Background: an optimization exercise with open tools, aiming at small area, a short achievable clock period and few clock cycles per item. Do not read the settings as production practice.
In this exercise RTL edits were held to simulation tests only and were not proved equivalent to the original.

## flow/design.v (module list and top-level ports; edited modules follow where they fit)
// module ryu32_param: 283 lines
// module ryu32_rom: 96 lines
// module ryu32: 340 lines
// module ryu32_mul: 1478 lines
module ryu32 (
    input  wire        clk,
    input  wire        rst,
    input  wire        in_valid,
    output wire        in_ready,
    input  wire [31:0] in_x,
    output reg         out_valid,
    output reg  [31:0] out_m,
    output reg  [7:0]  out_e,
    output reg  [1:0]  out_cls,
    output reg         out_sign,
    output reg  [3:0]  out_len,
    output reg  [7:0]  out_sci
);
  // ...
==> flow/flow/run.sh <==
#!/bin/bash
set -euo pipefail
bash standard.sh SETUP_SLACK_MARGIN=10 finish > layout_make.log 2>&1
==> flow/standard.sh <==
#!/bin/bash
# synth_recipe.tcl (not shown) runs the flow's synth.tcl, then flattens the netlist and writes it again
# the make line also repeats each setting of config.mk as NAME=value (left out here)
make -C /OpenROAD-flow-scripts/flow DESIGN_CONFIG=/design/flow/config.mk WORK_HOME=/design/flow/orfs CLKGATE_MAP_FILE= SYNTH_SCRIPT=/design/flow/synth_recipe.tcl "${@:-finish}"
==> flow/config.mk <==
export PLATFORM = sky130hd
export DESIGN_NAME = ryu32
export DESIGN_NICKNAME = ryu32
export VERILOG_FILES = /design/flow/design.v
export SDC_FILE = /design/flow/constraint.sdc
export NUM_CORES = 4
export LEC_CHECK = 0
export CAP_MARGIN = 20
export CORE_MARGIN = 2
export CORE_UTILIZATION = 25
export SLEW_MARGIN = 20
==> flow/constraint.sdc <==
create_clock -name core_clock -period 20.0 [get_ports {clk}]
set_input_delay 4.0000 -clock core_clock [delete_from_list [all_inputs] [get_ports {clk}]]
set_output_delay 4.0000 -clock core_clock [all_outputs]
set_load 0.01 [all_outputs]
==> metrics.md, run 1 <==
| Metric | Value |
|---|---|
| Fill cell count | `33,700` |
| Total of warnings raised by yosys | `10` |
| Post-synthesis cell type with the largest combined area | `sky130_fd_sc_hd__fa_1` |
| Number of well-tap cells placed | `4,140` |
| Site Rows | `205` |
| End point of the critical path | `P_2[87]` |
| Adder-cell area share of the yosys netlist | `23.1%` |
| Count of clock buffers in the final design | `89` |
| Buffer count excluding the clock tree in the final layout | `270` |
| Final Critical Period | `9560 ps` |
| Final Hold Vio Count | `0` |
| Synth cell count leaders | `767 x sky130_fd_sc_hd__xnor2_1, 691 x sky130_fd_sc_hd__nor2_1, 671 x sky130_fd_sc_hd__nand2_1` |
| Count of inserted antenna diode cells | `6` |
| Crit path launch | `m2_1[1]` |
| Biggest register | `P_2` |
| Count of cells along the worst hold path | `0` |
| Cells resized by post-CTS repair | `25` |
| Library cells used by synthesis | `145` |
| Clock tree from TritonCTS | `yes` |
| Synthesized netlist cell count | `9,686` |
| Smallest hold slack | `309 ps` |
| Final routed DRC violation total | `0` |
| Result of the run | `complete, no violations` |
| Clock insertion delay at the later pin of the skew report | `720 ps` |
| TritonRoute pass-1 iters | `9` |
| First-pass GRT wire length | `438 mm` |
| Min-delay worst type | `register to register` |
| Vias in the first global route | `70,700` |
Testbench counts, summed over its fixed seeds: cycles 16,056, items 16,000.
==> module ryu32, before the edit <==
module ryu32 (
    input  wire        clk,
    input  wire        rst,
    input  wire        in_valid,
    output wire        in_ready,
    input  wire [31:0] in_x,
    output reg         out_valid,
    output reg  [31:0] out_m,
    output reg  [7:0]  out_e,
    output reg  [1:0]  out_cls,
    output reg         out_sign,
    output reg  [3:0]  out_len,
    output reg  [7:0]  out_sci
);
    localparam CLS_FINITE = 2'd0, CLS_ZERO = 2'd1, CLS_INF = 2'd2, CLS_NAN = 2'd3;
    reg rdy;
    always @(posedge clk) rdy <= ~rst;
    assign in_ready = rdy;
    reg        v0;
    reg [31:0] x0;
    always @(posedge clk) begin
        v0 <= in_valid & rdy & ~rst;
        x0 <= in_x;
    end
    wire [7:0]  ex = x0[30:23];
    wire [22:0] ma = x0[22:0];
    wire        ma_nz = |ma;
    wire [1:0]  cls_c = (ex == 8'hff) ? (ma_nz ? CLS_NAN : CLS_INF) :
                        ((ex == 8'd0 && !ma_nz) ? CLS_ZERO : CLS_FINITE);
    wire [23:0] m2_c = {ex != 8'd0, ma};
    wire       p_ca, p_qz, p_qa9, p_qb1, p_qbt, p_qnz, p_x47;
    wire [5:0] p_idx;
    wire [1:0] p_us;
    wire [7:0] p_e10;
    wire [4:0] p_thr;
    ryu32_param u_param (.ex(ex), .ca(p_ca), .idx(p_idx), .us(p_us), .e10(p_e10), .qz(p_qz),
                         .qa9(p_qa9), .qb1(p_qb1), .qbt(p_qbt), .thr(p_thr), .qnz(p_qnz), .x47(p_x47));
    wire [63:0] f_rom;
    ryu32_rom u_rom (.ca(p_ca), .idx(p_idx), .f(f_rom));
    wire [63:0] fp_c = f_rom << p_us;
    wire [6:0] nib_sum = m2_c[3:0] + m2_c[7:4] + m2_c[11:8] + m2_c[15:12] + m2_c[19:16] + m2_c[23:20];
    wire       m5_c = (nib_sum % 7'd5) == 7'd0;
    wire       tzb_c = (m2_c & ((24'd1 << p_thr) - 24'd1)) == 24'd0;
    reg        v1;
    reg [23:0] m2_1;
    reg [63:0] fp_1;
    reg [7:0]  e10_1;
    reg [1:0]  cls_1;
    reg        sign_1, ab_1, mms_1, ca_1, qz_1, qa9_1, qb1_1, qbt_1, qnz_1, x47_1, m5_1, tzb_1;
    always @(posedge clk) begin
        v1     <= v0 & ~rst;
        m2_1   <= m2_c;
        fp_1   <= fp_c;
        e10_1  <= p_e10;
        cls_1  <= cls_c;
        sign_1 <= x0[31];
        ab_1   <= ~ma[0];
        mms_1  <= ma_nz || (ex <= 8'd1);
        ca_1   <= p_ca;
        qz_1   <= p_qz;
        qa9_1  <= p_qa9;
        qb1_1  <= p_qb1;
        qbt_1  <= p_qbt;
        qnz_1  <= p_qnz;
        x47_1  <= p_x47;
        m5_1   <= m5_c;
        tzb_1  <= tzb_c;
    end
    wire [87:0] P;
    ryu32_mul u_mul (.a(m2_1), .b(fp_1), .p(P));
    reg        v2;
    reg [87:20] P_2;      
    reg [63:20] fp_2;
    reg [7:0]  e10_2;
    reg [1:0]  cls_2;
    reg        sign_2, ab_2, mms_2, ca_2, qz_2, qa9_2, qb1_2, qbt_2, qnz_2, x47_2, m5_2, tzb_2;
    always @(posedge clk) begin
        v2     <= v1 & ~rst;
        P_2    <= P[87:20];
        fp_2   <= fp_1[63:20];
        e10_2  <= e10_1;
        cls_2  <= cls_1;
        sign_2 <= sign_1;
        ab_2   <= ab_1;
        mms_2  <= mms_1;
        ca_2   <= ca_1;
        qz_2   <= qz_1;
        qa9_2  <= qa9_1;
        qb1_2  <= qb1_1;
        qbt_2  <= qbt_1;
        qnz_2  <= qnz_1;
        x47_2  <= x47_1;
        m5_2   <= m5_1;
        tzb_2  <= tzb_1;
    end
    wire [29:0] vr_2 = P_2[87:58];
    wire [59:0] F60 = {P_2[57:20], 22'd0};
    wire [65:0] Sp  = {6'd0, F60} + {1'b0, fp_2, 21'd0};
    wire [4:0]  c2_2 = Sp[64:60];
    wire        int_p = Sp[59:36] == 24'd0;
    wire [65:0] kf  = mms_2 ? {1'b0, fp_2, 21'd0} : {2'b00, fp_2, 20'd0};
    wire [65:0] T   = kf + {6'h3f, ~F60};          
    wire [4:0]  c1_2 = T[64:60] + 5'd1;
    wire        int_m = &T[59:36];
    wire        int_r = F60[59:36] == 24'd0;
    wire [63:0] F10 = {F60, 3'b000} + {2'b00, F60, 1'b0};
    wire [3:0]  ex_2 = F10[63:60];                 
    reg vr_tz_2, vm_tz_2, vpdec_2;
    always @(*) begin
        vr_tz_2 = 1'b0;
        vm_tz_2 = 1'b0;
        vpdec_2 = 1'b0;
        if (ca_2) begin
            if (qz_2) begin
                vr_tz_2 = m5_2;
                vm_tz_2 = !m5_2 && ab_2;
                vpdec_2 = !m5_2 && !ab_2;
            end else if (qa9_2) begin
                vr_tz_2 = int_r;
                vm_tz_2 = ab_2 && int_m;
                vpdec_2 = !ab_2 && int_p;
            end
        end else begin
            if (qb1_2) begin
                vr_tz_2 = 1'b1;
                vm_tz_2 = ab_2 && mms_2;
                vpdec_2 = !ab_2;
            end else if (qbt_2) begin
                vr_tz_2 = tzb_2;
            end
        end
    end
    function [3:0] dstep;
        input [3:0] r;
        begin
            dstep[3] = r[3] | (r[2] & (r[1] | r[0]));
            dstep[2] = (~r[3] & r[2] & ~r[1] & ~r[0]) | (r[3] & r[0]);
            dstep[1] = (~r[3] & ~r[2] & r[1]) | (r[2] & r[1] & r[0]) | (r[3] & ~r[0]);
            dstep[0] = (~r[3] & ~r[2] & r[0]) | (r[2] & r[1] & ~r[0]) | (r[3] & ~r[0]);
        end
    endfunction
    localparam SPLIT = 9;    
    reg [29:0] Qa [0:9];
    reg [3:0]  ra [1:9];
    reg [3:0]  sta, rra;
    integer ka, ia;
    always @(*) begin
        Qa[0] = vr_2;
        for (ka = 1; ka < 10; ka = ka + 1) begin
            rra = 4'd0;
            Qa[ka] = 30'd0;
            for (ia = 29; ia >= SPLIT; ia = ia - 1) begin
                sta = dstep(rra);
                Qa[ka][ia] = sta[3];
                rra = {sta[2:0], Qa[ka-1][ia]};
            end
            ra[ka] = rra;
        end
    end
    integer k4, k5, k6, k7, k8, k9, kr;
    wire        wrap = (vr_2 > 30'd429496729) || (vr_2 == 30'd429496729 && ex_2 >= 4'd6);
    wire [3:0]  t4 = ex_2 + 4'd4;
    wire [3:0]  xd_c = wrap ? ((t4 >= 4'd10) ? t4 - 4'd10 : t4) : ex_2;
    wire [4:0]  c2d  = c2_2 - {4'd0, vpdec_2};           
    wire [4:0]  c2p  = c2_2 - 5'd1;                       
    wire        c1ge = c1_2 >= 5'd10;
    wire [3:0]  c1lo_c = c1ge ? (c1_2[3:0] - 4'd10) : c1_2[3:0];    
    wire [1:0]  c1hi_c = (c1_2 >= 5'd20) ? 2'd2 : {1'b0, c1ge};
    wire [4:0]  tA_c = (c2d >= 5'd10) ? 5'd0 : (5'd10 - c2d);       
    wire [4:0]  tB_c = (c2d >= 5'd11) ? (5'd20 - c2d) : 5'd15;      
    wire [4:0]  tP_c = (c2p >= 5'd10) ? 5'd0 : (5'd10 - c2p);
    wire        c1z_c = c1_2 == 5'd0;
    wire        xz_c  = c1z_c && c2p == 5'd0;
    reg        v3;
    reg [29:0] Qa_3 [0:9];
    reg [3:0]  ra_3 [1:9];
    reg [4:0]  c1_3, tA_3, tB_3, tP_3;
    reg [3:0]  c1lo_3, c1s_3, ex_3;
    reg [1:0]  c1hi_3;
    reg        c1z_3, xz_3;
    reg [7:0]  e10_3;
    reg [1:0]  cls_3;
    reg        sign_3, ab_3, vr_tz_3, vm_tz_3, qnz_3, x47_3;
    always @(posedge clk) begin
        v3      <= v2 & ~rst;
        for (k4 = 0; k4 < 10; k4 = k4 + 1) Qa_3[k4] <= Qa[k4];
        for (k4 = 1; k4 < 10; k4 = k4 + 1) ra_3[k4] <= ra[k4];
        c1_3    <= c1_2;
        c1lo_3  <= c1lo_c;
        c1hi_3  <= c1hi_c;
        c1s_3   <= c1ge ? c1lo_c : 4'd0;
        tA_3    <= tA_c;
        tB_3    <= tB_c;
        tP_3    <= tP_c;
        c1z_3   <= c1z_c;
        xz_3    <= xz_c;
        ex_3    <= xd_c;
        e10_3   <= e10_2;
        cls_3   <= cls_2;
        sign_3  <= sign_2;
        ab_3    <= ab_2;
        vr_tz_3 <= vr_tz_2;
        vm_tz_3 <= vm_tz_2;
        qnz_3   <= qnz_2;
        x47_3   <= x47_2;
    end
    reg [29:0] Q [0:9];
    reg [3:0]  D [0:9];
    reg [3:0]  stb, rrb;
    integer kb, ib;
    always @(*) begin
        Q[0] = Qa_3[0];
        for (kb = 1; kb < 10; kb = kb + 1) begin
            rrb = ra_3[kb];
            Q[kb] = Qa_3[kb];
            for (ib = SPLIT - 1; ib >= 0; ib = ib - 1) begin
                stb = dstep(rrb);
                Q[kb][ib] = stb[3];
                rrb = {stb[2:0], Q[kb-1][ib]};
            end
            D[kb-1] = rrb;
        end
        D[9] = {3'd0, Q[9][0]};    
    end
    reg [9:0] z, n9;
    always @(*) begin
        for (k5 = 0; k5 < 10; k5 = k5 + 1) begin
            z[k5]  = (D[k5] == 4'd0);
            n9[k5] = (D[k5] == 4'd9);
        end
    end
    reg [9:0] zt, nt;
    always @(*) begin
        zt[0] = 1'b1; zt[1] = 1'b1; nt[0] = 1'b1; nt[1] = 1'b1;
        for (k6 = 2; k6 < 10; k6 = k6 + 1) begin
            zt[k6] = zt[k6-1] & z[k6];
            nt[k6] = nt[k6-1] & n9[k6];
        end
    end
    wire       d0lt = ({1'b0, D[0]} < c1_3);                               
    wire       k1 = d0lt || ({1'b0, D[0]} >= tA_3);                        
    wire       lo = (z[1] && d0lt) || (D[1] == 4'd1 && D[0] < c1s_3);      
    wire       hi = (n9[1] && {1'b0, D[0]} >= tA_3) || (D[1] == 4'd8 && {1'b0, D[0]} >= tB_3);   
    wire       more_pre = d0lt || ({1'b0, D[0]} >= tP_3);
    wire       xneed = qnz_3 && !xz_3 && !more_pre;
    wire [3:0] ld0 = (xneed && !x47_3) ? ex_3 : 4'd0;
    wire       d0eq = D[0] == c1lo_3;
    wire       l2eq = d0eq && D[1] == {2'b00, c1hi_3};
    reg [9:0] Kt, Tt, Rt, Rh;
    reg       vm_tz1;
    always @(*) begin
        Kt[0] = 1'b1; Kt[1] = k1; Kt[2] = lo | hi;
        Tt[0] = 1'b1; Tt[1] = d0eq; Tt[2] = l2eq;
        for (k7 = 3; k7 < 10; k7 = k7 + 1) begin
            Kt[k7] = (lo & zt[k7-1]) | (hi & nt[k7-1]);
            Tt[k7] = l2eq & zt[k7-1];
        end
        vm_tz1 = vm_tz_3 & (&(~Kt | Tt));
        Rt = vm_tz1 ? Tt : Kt;
        for (k7 = 0; k7 < 9; k7 = k7 + 1) Rh[k7] = Rt[k7] & ~Rt[k7+1];
        Rh[9] = Rt[9];
    end
    reg [10:0] zp, hz;
    always @(*) begin
        zp[0] = 1'b1;
        for (k8 = 0; k8 < 10; k8 = k8 + 1) zp[k8+1] = zp[k8] & z[k8];
        hz[10] = 1'b1;
        for (k8 = 9; k8 >= 0; k8 = k8 - 1) hz[k8] = hz[k8+1] & z[k8];
    end
    reg [3:0]  N;
    reg [10:0] top9;    
    always @(*) begin
        N = 4'd0;
        for (k9 = 0; k9 < 10; k9 = k9 + 1) if (!z[k9]) N = k9 + 1;
        top9[10] = 1'b1;
        for (k9 = 9; k9 >= 0; k9 = k9 - 1) top9[k9] = top9[k9+1] & (n9[k9] | hz[k9]);
    end
    reg [3:0]  ld, R;
    reg        lrlt, zp_rm1, all9, short;
    reg [29:0] QR;
    always @(*) begin
        ld = Rh[0] ? ld0 : 4'd0;
        QR = Rh[0] ? Q[0] : 30'd0;
        lrlt = Rh[0] & !c1z_3 | Rh[1] & d0lt;
        zp_rm1 = Rh[0];
        all9 = Rh[0] & top9[0];
        short = Rh[0] & hz[0];
        R = 4'd0;
        for (kr = 1; kr < 10; kr = kr + 1) begin
            ld = ld | ({4{Rh[kr]}} & D[kr-1]);
            QR = QR | ({30{Rh[kr]}} & Q[kr]);
            zp_rm1 = zp_rm1 | (Rh[kr] & zp[kr-1]);
            all9 = all9 | (Rh[kr] & top9[kr]);
            short = short | (Rh[kr] & hz[kr]);
            if (kr >= 2) lrlt = lrlt | (Rh[kr] & lo & zt[kr-1]);
            R = R | ({4{Rh[kr]}} & kr[3:0]);
        end
    end
    wire        vrz = vr_tz_3 && (Rh[0] || (ld0 == 4'd0 && zp_rm1));
    wire [3:0]  lrd = (vrz && ld == 4'd5 && !QR[0]) ? 4'd4 : ld;
    wire        ru = (!lrlt && (!ab_3 || !vm_tz1)) || (lrd >= 4'd5);
    reg        v4, ru_4, c9_4, short_4;
    reg [29:0] QR_4;
    reg [3:0]  R_4, N_4;
    reg [7:0]  e10_4;
    reg [1:0]  cls_4;
    reg        sign_4;
    always @(posedge clk) begin
        v4      <= v3 & ~rst;
        ru_4    <= ru;
        c9_4    <= ru && all9;
        short_4 <= short;
        QR_4    <= QR;
        R_4     <= R;
        N_4     <= N;
        e10_4   <= e10_3;
        cls_4   <= cls_3;
        sign_4  <= sign_3;
    end
    wire [31:0] m_c   = {2'b00, QR_4} + {31'd0, ru_4};
    wire [7:0]  e_c   = e10_4 + {4'd0, R_4};
    wire [3:0]  len_c = short_4 ? 4'd1 : (N_4 - R_4 + {3'd0, c9_4});
    wire [7:0]  sci_c = short_4 ? e_c : (e10_4 + {4'd0, N_4} - 8'd1 + {7'd0, c9_4});
    always @(posedge clk) begin
        out_valid <= v4 & ~rst;
        out_cls   <= cls_4;
        out_sign  <= sign_4;
        if (cls_4 == CLS_FINITE) begin
            out_m   <= m_c;
            out_e   <= e_c;
            out_len <= len_c;
            out_sci <= sci_c;
        end else begin
            out_m   <= 32'd0;
            out_e   <= 8'd0;
            out_len <= (cls_4 == CLS_ZERO) ? 4'd1 : 4'd0;
            out_sci <= 8'd0;
        end
    end
endmodule
==> run 2: changes to the inputs <==
--- a/flow/design.v
+++ b/flow/design.v
@@ -415,25 +415,37 @@
     ryu32_param u_param (.ex(ex), .ca(p_ca), .idx(p_idx), .us(p_us), .e10(p_e10), .qz(p_qz),
                          .qa9(p_qa9), .qb1(p_qb1), .qbt(p_qbt), .thr(p_thr), .qnz(p_qnz), .x47(p_x47));
     wire [63:0] f_rom;
     ryu32_rom u_rom (.ca(p_ca), .idx(p_idx), .f(f_rom));
     wire [63:0] fp_c = f_rom << p_us;
     wire [6:0] nib_sum = m2_c[3:0] + m2_c[7:4] + m2_c[11:8] + m2_c[15:12] + m2_c[19:16] + m2_c[23:20];
     wire       m5_c = (nib_sum % 7'd5) == 7'd0;
     wire       tzb_c = (m2_c & ((24'd1 << p_thr) - 24'd1)) == 24'd0;
+    wire [26:0] m2x = {3'b000, m2_c, 1'b0};
+    reg  [12:0] bone_c, btwo_c, bneg_c;
+    integer kbd;
+    always @(*) begin
+        for (kbd = 0; kbd < 13; kbd = kbd + 1) begin
+            bone_c[kbd] = m2x[2*kbd+1] ^ m2x[2*kbd];
+            btwo_c[kbd] = (m2x[2*kbd +: 3] == 3'b011) || (m2x[2*kbd +: 3] == 3'b100);
+            bneg_c[kbd] = m2x[2*kbd+2] & ~(m2x[2*kbd+1] & m2x[2*kbd]);
+        end
+    end
     reg        v1;
-    reg [23:0] m2_1;
+    reg [12:0] bone_1, btwo_1, bneg_1;
     reg [63:0] fp_1;
     reg [7:0]  e10_1;
     reg [1:0]  cls_1;
     reg        sign_1, ab_1, mms_1, ca_1, qz_1, qa9_1, qb1_1, qbt_1, qnz_1, x47_1, m5_1, tzb_1;
     always @(posedge clk) begin
         v1     <= v0 & ~rst;
-        m2_1   <= m2_c;
+        bone_1 <= bone_c;
+        btwo_1 <= btwo_c;
+        bneg_1 <= bneg_c;
         fp_1   <= fp_c;
         e10_1  <= p_e10;
         cls_1  <= cls_c;
         sign_1 <= x0[31];
         ab_1   <= ~ma[0];
         mms_1  <= ma_nz || (ex <= 8'd1);
         ca_1   <= p_ca;
         qz_1   <= p_qz;
@@ -441,17 +453,17 @@
         qb1_1  <= p_qb1;
         qbt_1  <= p_qbt;
         qnz_1  <= p_qnz;
         x47_1  <= p_x47;
         m5_1   <= m5_c;
         tzb_1  <= tzb_c;
     end
     wire [87:0] P;
-    ryu32_mul u_mul (.a(m2_1), .b(fp_1), .p(P));
+    ryu32_mul u_mul (.bone(bone_1), .btwo(btwo_1), .bneg(bneg_1), .b(fp_1), .p(P));
     reg        v2;
     reg [87:20] P_2;      
     reg [63:20] fp_2;
     reg [7:0]  e10_2;
     reg [1:0]  cls_2;
     reg        sign_2, ab_2, mms_2, ca_2, qz_2, qa9_2, qb1_2, qbt_2, qnz_2, x47_2, m5_2, tzb_2;
     always @(posedge clk) begin
         v2     <= v1 & ~rst;
@@ -713,21 +725,22 @@
             out_m   <= 32'd0;
             out_e   <= 8'd0;
             out_len <= (cls_4 == CLS_ZERO) ? 4'd1 : 4'd0;
             out_sci <= 8'd0;
         end
     end
 endmodule
 module ryu32_mul (
-    input  wire [23:0] a,
+    input  wire [12:0] bone,    
+    input  wire [12:0] btwo,    
+    input  wire [12:0] bneg,    
     input  wire [63:0] b,
     output wire [87:0] p
 );
-    wire [26:0] ax = {3'b000, a, 1'b0};
     wire [12:0] ng;
     wire [65:0] rb0;
     wire [65:0] rb1;
     wire [65:0] rb2;
     wire [65:0] rb3;
     wire [65:0] rb4;
     wire [65:0] rb5;
     wire [65:0] rb6;
@@ -735,20 +748,19 @@
     wire [65:0] rb8;
     wire [65:0] rb9;
     wire [65:0] rb10;
     wire [65:0] rb11;
     wire [65:0] rb12;
     genvar gi;
     generate
         for (gi = 0; gi < 13; gi = gi + 1) begin : g_row
-            wire [2:0]  g   = ax[2*gi +: 3];
-            wire        one = g[1] ^ g[0];
-            wire        two = (g == 3'b011) || (g == 3'b100);
-            wire        neg = g[2] & ~(g[1] & g[0]);
+            wire        one = bone[gi];
+            wire        two = btwo[gi];
+            wire        neg = bneg[gi];
             wire [65:0] r   = (({66{one}} & {2'b00, b}) | ({66{two}} & {1'b0, b, 1'b0})) ^ {66{neg}};
             assign ng[gi] = neg;
         end
     endgenerate
     assign rb0 = {~g_row[0].r[65], g_row[0].r[64:0]};
     assign rb1 = {~g_row[1].r[65], g_row[1].r[64:0]};
     assign rb2 = {~g_row[2].r[65], g_row[2].r[64:0]};
     assign rb3 = {~g_row[3].r[65], g_row[3].r[64:0]};
==> flow/flow/run.sh (replaced) <==
#!/bin/bash
set -euo pipefail
bash standard.sh SETUP_SLACK_MARGIN=12 MATCH_CELL_FOOTPRINT=0 finish > layout_make.log 2>&1
==> metrics.md, run 2 <==
| Metric | Value |
|---|---|
| Result of the run | `complete, no violations` |
| Cell at the root of the clock tree | `sky130_fd_sc_hd__clkbuf_16` |
| Total of warnings raised by yosys | `10 (unchanged)` |
| Clock insertion delay at the later pin of the skew report | `720 ps (about the same)` |
| Number of buffers created by CTS | `73` |
| Cell seen most often among critical-path stages | `sky130_fd_sc_hd__fa_1` |
| Port buffer count | `90` |
| Synth cell count leaders | `815 x sky130_fd_sc_hd__xnor2_1, 718 x sky130_fd_sc_hd__nor2_1, 708 x sky130_fd_sc_hd__a22oi_1` |
| DRC violation total after the first TritonRoute iteration | `9,328` |
| Number of clock sinks | `602` |
| Flip-flop cell with the highest count after synthesis | `sky130_fd_sc_hd__dfxtp_1` |
| Worst-margin pin slew | `1140 ps` |
| Most frequent standard cell in the layout excluding fill and tap cells | `sky130_fd_sc_hd__xnor2_1` |
| Clock tree from TritonCTS | `yes` |
| Mean instance size in the synthesized netlist | `8.13 um^2` |
| Avg Vias per Cell | `5.54` |
| Min-delay worst type | `register to register` |
| Hold-fix buffers, CTS | `0` |
| Final nets | `10,300` |
| Max reg flops | `68` |
| Final setup violating endpoints | `0` |
| Placed cell areas | `82,300 um^2` |
| Kind of end point of the critical path | `register` |
| Fraction of the yosys area taken by sequential cells | `15.4%` |
| Total area of sequential cells | `12,300 um^2` |
| Starting utilization of the core area | `25.1%` |
| Master of the slowest instance on the critical path | `sky130_fd_sc_hd__fa_1` |
| Multi-input logic area | `61,700 um^2` |
| Crit path largest cell delay | `570 ps` |
| Antenna violations before repair | `12` |
| Total via count in the routed design | `74,500` |
| Area inside the core boundary | `312,000 um^2` |
| Fill cell count | `33,400 (-0.68%)` |
| HPWL reported at the end of detailed placement | `204 mm` |
| Post-synthesis cell type with the largest combined area | `sky130_fd_sc_hd__fa_1` |
| Final Slew Violations | `0` |
| Height of the chip | `564 um` |
| Longest Clk Path Bufs | `3` |
| Max-Cap Viols | `0` |
| Sum Neg Setup Slack | `0 ps` |
| Worst Clk Skew | `43.9 ps` |
| Total congestion overflow | `0` |
| Final routed DRC violation total | `0 (unchanged)` |
| Top area cells in the synthesized netlist | `sky130_fd_sc_hd__fa_1 17%, sky130_fd_sc_hd__dfxtp_1 15%, sky130_fd_sc_hd__xnor2_1 9.1%` |
| Detailed-route wire length | `292 mm` |
| Async S/R FF share, synth | `0%` |
| Signed area change from the synthesized netlist to the final layout | `12.7%` |
| Biggest register | `P_2` |
| Unrepaired setup endpoints after global routing | `true` |
| Weighted congestion reported at the end of routability-driven placement | `1.00` |
| Library cells used by synthesis | `139 (-4.1%)` |
| Synth top area share | `16.5%` |
| Vias in the first global route | `69,900 (-1.2%)` |
| DIE AREA | `318,000 um^2` |
| Chip width | `564 um` |
| Smallest hold slack | `323 ps (+14.2 ps)` |
| I/O pin total | `92` |
| Register bit total from synthesis | `602` |
| Antenna-violating nets left | `0` |
| CP Max Fanout | `12` |
| Average wire length per cell after detail routing | `21.7 um` |
| Most frequent cell after synthesis | `sky130_fd_sc_hd__xnor2_1` |
| Data required time of the worst path | `20,620 ps` |
| Site Rows | `205 (unchanged)` |
| Worst endpoint data arrival time | `8650 ps` |
| TritonRoute pass-1 iters | `7 (-2)` |
| Number of levels in the clock H-tree | `3` |
| Synthesized netlist cell count | `9,626 (-0.62%)` |
| Maximum number of pins on one net before global-route repair | `106` |
| Final Hold Vio Count | `0 (unchanged)` |
| Commonest non-fill, non-tap cells in the layout | `809 x sky130_fd_sc_hd__xnor2_1, 706 x sky130_fd_sc_hd__nor2_1, 699 x sky130_fd_sc_hd__a22oi_1` |
| First-pass GRT wire length | `437 mm (-0.25%)` |
| Post-route clock period utilization | `40.2%` |
| Post-route cell area | `88,200 um^2` |
| Slew Limit Headroom | `23.7%` |
| Highest attainable clock frequency | `125 MHz` |
| Syn Std Cell Area | `78,300 um^2` |
| Worst setup path class | `register to register` |
| Final Critical Period | `8030 ps (-1530 ps)` |
| Count of flip-flops with a built-in enable after synthesis | `0` |
| Clock-pin slew reported for the worst setup and hold paths after clock tree synthesis | `70 ps` |
| Global-route total usage across every layer | `17.5%` |
| Startpoint kind of the worst setup timing path | `register` |
| Share of layout cells above drive strength 1 | `10.2%` |
## run 2: cell types whose count changed after synthesis, moves of 18 or more
cell	change
sky130_fd_sc_hd__a21oi_1	-45
sky130_fd_sc_hd__a22oi_1	+49
sky130_fd_sc_hd__buf_1	+18
sky130_fd_sc_hd__nand2_1	-65
sky130_fd_sc_hd__nand3_1	+20
sky130_fd_sc_hd__nor2_1	+27
sky130_fd_sc_hd__nor4_1	-18
sky130_fd_sc_hd__o22ai_1	-37
sky130_fd_sc_hd__o31ai_1	-24
sky130_fd_sc_hd__xnor2_1	+48
sky130_fd_sc_hd__xor2_1	-40
## run 2: final timing paths
kind,startpoint,endpoint,slack (ps),cells after the start
worst max register to register,fp_1[16],P_2[87],11970,37
worst min-delay path,qb1_1,qb1_2,320,0
worst min register to register,qb1_1,qb1_2,320,0
worst max-delay path,fp_1[16],P_2[87],11970,37
## run 2: cell type report
cell class,instances,area share (%)
antenna,4,0.0113
timing repair buffer,374,4.44
tap,4140,5.87
clock inverter,34,0.610
multi-input combinational,7566,70.0
clock buffer,98,2.47
inverter,628,2.71
sequential,602,13.9
## run 2: stage by stage
stage	utilization, %	std cells	setup slack, ps
3_3_place_gp	26.4	13200	10110
5_1_grt	28.3	13400	11790
6_report	28.3	13400	11970
2_1_floorplan	-	9629	12020
4_1_cts	27.7	13300	11980
3_5_place_dp	26.4	13200	10010
## run 2: timing repair
action | CTS | global route
gates resized for setup | 182 | 231
setup buffers | 29 | 90
endpoints found under the setup margin | 115 | 74
pin swaps | 18 | 65
cloned | 19 | 7
## run 2: per-layer routing
metal  vias up  share of wire (%)  GRT usage, %
met5         -             0.0096             0
met4         4                4.6          7.25
met3       752                 10          3.79
met2      3999                 43          26.4
met1     36100                 42          23.9
li1      33700                  -             -
## run 2: kinds of logic (layout without fill, tap and decap cells)
kind of cell	after synthesis	in the layout	synth area share [%]
muxes	199	199	2.73
xor gates and xnor gates	890	890	9.97
and+or+nand+nor	2456	2456	15.1
other	1	8	0.00479
buffers and inverters	1461	1134	7.22
DFF	602	602	15.4
adders and majority gates	1060	1060	23.1
AOI/OAI and AO/OA	2957	2957	26.5
## run 2: worst max-delay path, delay by kind of cell (launching register included)
kind / cells / cell delay (ps)
simple gates: 2 / 190
flops: 1 / 350
xor+xnor: 2 / 240
buf+inv: 6 / 530
fa+ha+maj: 6 / 2800
compound gates: 21 / 3810
Testbench counts of run 2, summed over its fixed seeds: cycles 16,056, items 16,000.
==> run 3: changes to the inputs <==
==> flow/flow/run.sh (replaced) <==
#!/bin/bash
set -euo pipefail
bash standard.sh SETUP_SLACK_MARGIN=13 MATCH_CELL_FOOTPRINT=0 finish > layout_make.log 2>&1
==> metrics.md, run 3 <==
| Metric | Value |
|---|---|
| I/O pin total | `92 (unchanged)` |
| Flip-flop cell with the highest count after synthesis | `sky130_fd_sc_hd__dfxtp_1` |
| Total via count in the routed design | `78,300 (+5.0%)` |
| Largest family of logic cells by synthesized area | `compound AO/OA/AOI/OAI gates` |
| Final Slew Violations | `0 (unchanged)` |
| Most frequent cell after synthesis | `sky130_fd_sc_hd__xnor2_1` |
| Master of the slowest instance on the critical path | `sky130_fd_sc_hd__fa_1` |
| Most frequent standard cell in the layout excluding fill and tap cells | `sky130_fd_sc_hd__xnor2_1` |
| Smallest setup slack after layout | `12,160 ps (+187 ps)` |
| Adder-cell area share of the yosys netlist | `23.1% (unchanged)` |
| Cell seen most often among critical-path stages | `sky130_fd_sc_hd__fa_1` |
| Final nets | `10,800 (+4.4%)` |
| Count of flip-flops with a built-in enable after synthesis | `0 (unchanged)` |
| Clock-pin slew reported for the worst setup and hold paths after clock tree synthesis | `70 ps (about the same)` |
| Number of levels in the clock H-tree | `3 (unchanged)` |
| Detailed-route wire length | `311 mm (+6.3%)` |
| Syn Std Cell Area | `78,300 um^2 (unchanged)` |
| Final Critical Period | `7840 ps (-187 ps)` |
| Average wire length per cell after detail routing | `22.3 um (+2.8%)` |
| Slew Limit Headroom | `17.8% (-5.9 points)` |
| Worst setup path class | `register to register` |
| Share of layout cells above drive strength 1 | `18.4% (+8.2 points)` |
| Clock tree from TritonCTS | `yes` |
| Height of the chip | `564 um (unchanged)` |
| TritonRoute pass-1 iters | `10 (+3)` |
| Final setup violating endpoints | `0 (unchanged)` |
| Critical path buffer and inverter count | `8 (+2)` |
| Total of warnings raised by yosys | `10 (unchanged)` |
| Register bit total from synthesis | `602 (unchanged)` |
| Sum Neg Setup Slack | `0 ps (unchanged)` |
| Longest Clk Path Bufs | `3 (unchanged)` |
| Compound-cell area share of the yosys netlist | `26.5% (unchanged)` |
| Unrepaired setup endpoints after global routing | `true` |
| Async S/R FF share, synth | `0% (unchanged)` |
| Chip width | `564 um (unchanged)` |
| Number of clock sinks | `602 (unchanged)` |
| Top area cells in the synthesized netlist | `sky130_fd_sc_hd__fa_1 17%, sky130_fd_sc_hd__dfxtp_1 15%, sky130_fd_sc_hd__xnor2_1 9.1%` |
| Antenna violations before repair | `12 (unchanged)` |
| Weighted congestion reported at the end of routability-driven placement | `1.01 (+0.92%)` |
| Setup slack at placement | `10,600 ps (+587 ps)` |
| Highest attainable clock frequency | `127 MHz (+2.4%)` |
| First-pass GRT wire length | `451 mm (+3.1%)` |
| Synthesized netlist cell count | `9,626 (unchanged)` |
| Crit path largest cell delay | `690 ps (+120 ps)` |
| Synth top area share | `16.5% (unchanged)` |
| Mean instance size in the synthesized netlist | `8.13 um^2 (unchanged)` |
| Library cells used by synthesis | `139 (unchanged)` |
| Startpoint kind of the worst setup timing path | `register` |
| FF-to-FF setup slack | `12,160 ps (+190 ps)` |
| Number of buffers created by CTS | `73 (unchanged)` |
| Port buffer count | `90 (unchanged)` |
| Multiplexer share of the synthesized area | `2.73% (unchanged)` |
| Total congestion overflow | `0 (unchanged)` |
| Area inside the core boundary | `312,000 um^2 (unchanged)` |
| Commonest non-fill, non-tap cells in the layout | `802 x sky130_fd_sc_hd__xnor2_1, 692 x sky130_fd_sc_hd__a22oi_1, 671 x sky130_fd_sc_hd__nor2_1` |
| Data required time of the worst path | `20,560 ps (-60 ps)` |
| DRC violation total after the first TritonRoute iteration | `9,310 (-0.19%)` |
| Max-Cap Viols | `0 (unchanged)` |
| Post-Synth Simple-Gate Area | `15.1% (unchanged)` |
| Final Hold Vio Count | `0 (unchanged)` |
| Vias in the first global route | `72,100 (+3.2%)` |
| Avg Vias per Cell | `5.63 (+1.6%)` |
| Xor-xnor portion of the synthesized cell area | `9.97% (unchanged)` |
| Worst Clk Skew | `45.9 ps (+1.99 ps)` |
| DIE AREA | `318,000 um^2 (unchanged)` |
| Global-route total usage across every layer | `18.0% (+0.53 points)` |
| Max reg flops | `68 (unchanged)` |
| Fill cell count | `32,800 (-1.8%)` |
| Worst endpoint data arrival time | `8400 ps (-250 ps)` |
| Worst-margin pin slew | `1230 ps (+92.8 ps)` |
| Post-route clock period utilization | `39.2% (-0.94 points)` |
| Result of the run | `complete, no violations` |
| Maximum number of pins on one net before global-route repair | `95 (-10%)` |
| CP Max Fanout | `61 (+49)` |
| Min-delay worst type | `register to register` |
| CP top delay family | `adder cells` |
| Final routed DRC violation total | `0 (unchanged)` |
| Post-synthesis cell type with the largest combined area | `sky130_fd_sc_hd__fa_1` |
| Site Rows | `205 (unchanged)` |
| Clock insertion delay at the later pin of the skew report | `710 ps (about the same)` |
| Fraction of the yosys area taken by sequential cells | `15.4% (unchanged)` |
| Kind of end point of the critical path | `register` |
| Biggest register | `P_2` |
| Antenna-violating nets left | `0 (unchanged)` |
| Signed area change from the synthesized netlist to the final layout | `21.7%` |
| HPWL reported at the end of detailed placement | `200 mm (-1.9%)` |
| Synth cell count leaders | `815 x sky130_fd_sc_hd__xnor2_1, 718 x sky130_fd_sc_hd__nor2_1, 708 x sky130_fd_sc_hd__a22oi_1` |
| Cell at the root of the clock tree | `sky130_fd_sc_hd__clkbuf_16` |
| Starting utilization of the core area | `25.1% (unchanged)` |
## run 3: cell types whose count changed in the layout (fill, tap and decap cells not counted), moves of 14 or more
cell	change
sky130_fd_sc_hd__buf_6	+63
sky130_fd_sc_hd__nand2_1	-14
sky130_fd_sc_hd__nor2_1	-35
sky130_fd_sc_hd__nor3_1	-25
sky130_fd_sc_hd__o21ai_0	-39
sky130_fd_sc_hd__a21oi_2	+22
sky130_fd_sc_hd__nor2_4	+16
sky130_fd_sc_hd__a21oi_1	-31
sky130_fd_sc_hd__nand3_1	-14
sky130_fd_sc_hd__o21ai_2	+22
sky130_fd_sc_hd__nor2_2	+19
sky130_fd_sc_hd__a211oi_1	-17
sky130_fd_sc_hd__buf_4	+342
## run 3: cell families after synthesis
group / Yosys count
xor+xnor: 890
other cells: 1
mux: 199
simple gates: 2456
fa+ha+maj: 1060
compound gates: 2957
buf+inv: 1461
flops: 602
## run 3: area by class of cell
| cell class | instances | area (um^2) | share of cell area, % |
|---|---|---|---|
| clock buffers | 91 | 2020 | 2.12 |
| well taps | 4140 | 5180 | 5.43 |
| repair inverters | 1 | 5.00 | 0.00525 |
| multi-input cells | 7573 | 64900 | 68.1 |
| diodes | 6 | 15.0 | 0.0157 |
| inverters | 628 | 2460 | 2.58 |
| clock inverters | 43 | 563 | 0.591 |
| flip-flops and latches | 602 | 12300 | 12.9 |
| repair buffers | 817 | 7910 | 8.30 |
## run 3: layer usage
layer,track usage (%),wire length (um)
met1,24.3,127000
met2,27.3,134000
met3,4.14,33000
met4,7.85,16300
met5,0,44
## run 3: per-stage QoR
step | hold slack, ps | cell area (um^2) | utilization (%) | cells
after floorplan | 310 | 78700 | - | 9629
after global placement | 311 | 82500 | 26.4 | 13200
after detailed placement | 312 | 82500 | 26.5 | 13200
after CTS | 326 | 89200 | 28.6 | 13500
after global routing | 326 | 95300 | 30.6 | 13900
final | 323 | 95300 | 30.6 | 13900
## run 3: path summary, 6_finish.rpt
check | depth (start not counted) | startpoint | end
min | 0 | qb1_1 | qb1_2
min reg2reg | 0 | qb1_1 | qb1_2
max | 30 | btwo_1[9] | P_2[71]
max reg2reg | 30 | btwo_1[9] | P_2[71]
## run 3: timing repair
action / 4_1_cts / 5_1_grt
endpoints found under the setup margin: 164 / 115
pin swaps: 126 / 271
buffers inserted: 202 / 338
resized for setup: 487 / 676
gates cloned: 25 / 19
hold buffers: 0 / 0

## what the ideal ports hide
The flow's constraints put no driver on any port. The routed layouts listed below were extracted and timed again, unchanged, in two steps. Step 1: set_driving_cell puts a clkbuf_16 on clk and a buf_2 on each other input, an assumption about the parent block. Step 2 also shifts input and output timing later by t, the mid clock arrival at the registers, as if the neighbouring blocks saw the same clock. Slacks: ideal ports / drivers / drivers and shift; pairs: ideal ports / drivers.
| run | t, ns | setup WS [ns] | hold slack, ns | worst slew at a driven data input, ns | cell pins on the clock port's net |
|---|---|---|---|---|---|
| run 1 | 0.770 | 10.438 / 10.438 / 10.438 | 0.309 / 0.309 / 0.309 | 0.11 | 1 |
| run 2 | 0.793 | 11.969 / 11.969 / 11.969 | 0.323 / 0.323 / 0.323 | 0.03 | 1 |
| run 3 | 0.776 | 12.157 / 12.157 / 12.157 | 0.323 / 0.323 / 0.323 | 0.05 | 1 |
After both steps setup and hold are still met in every run listed.
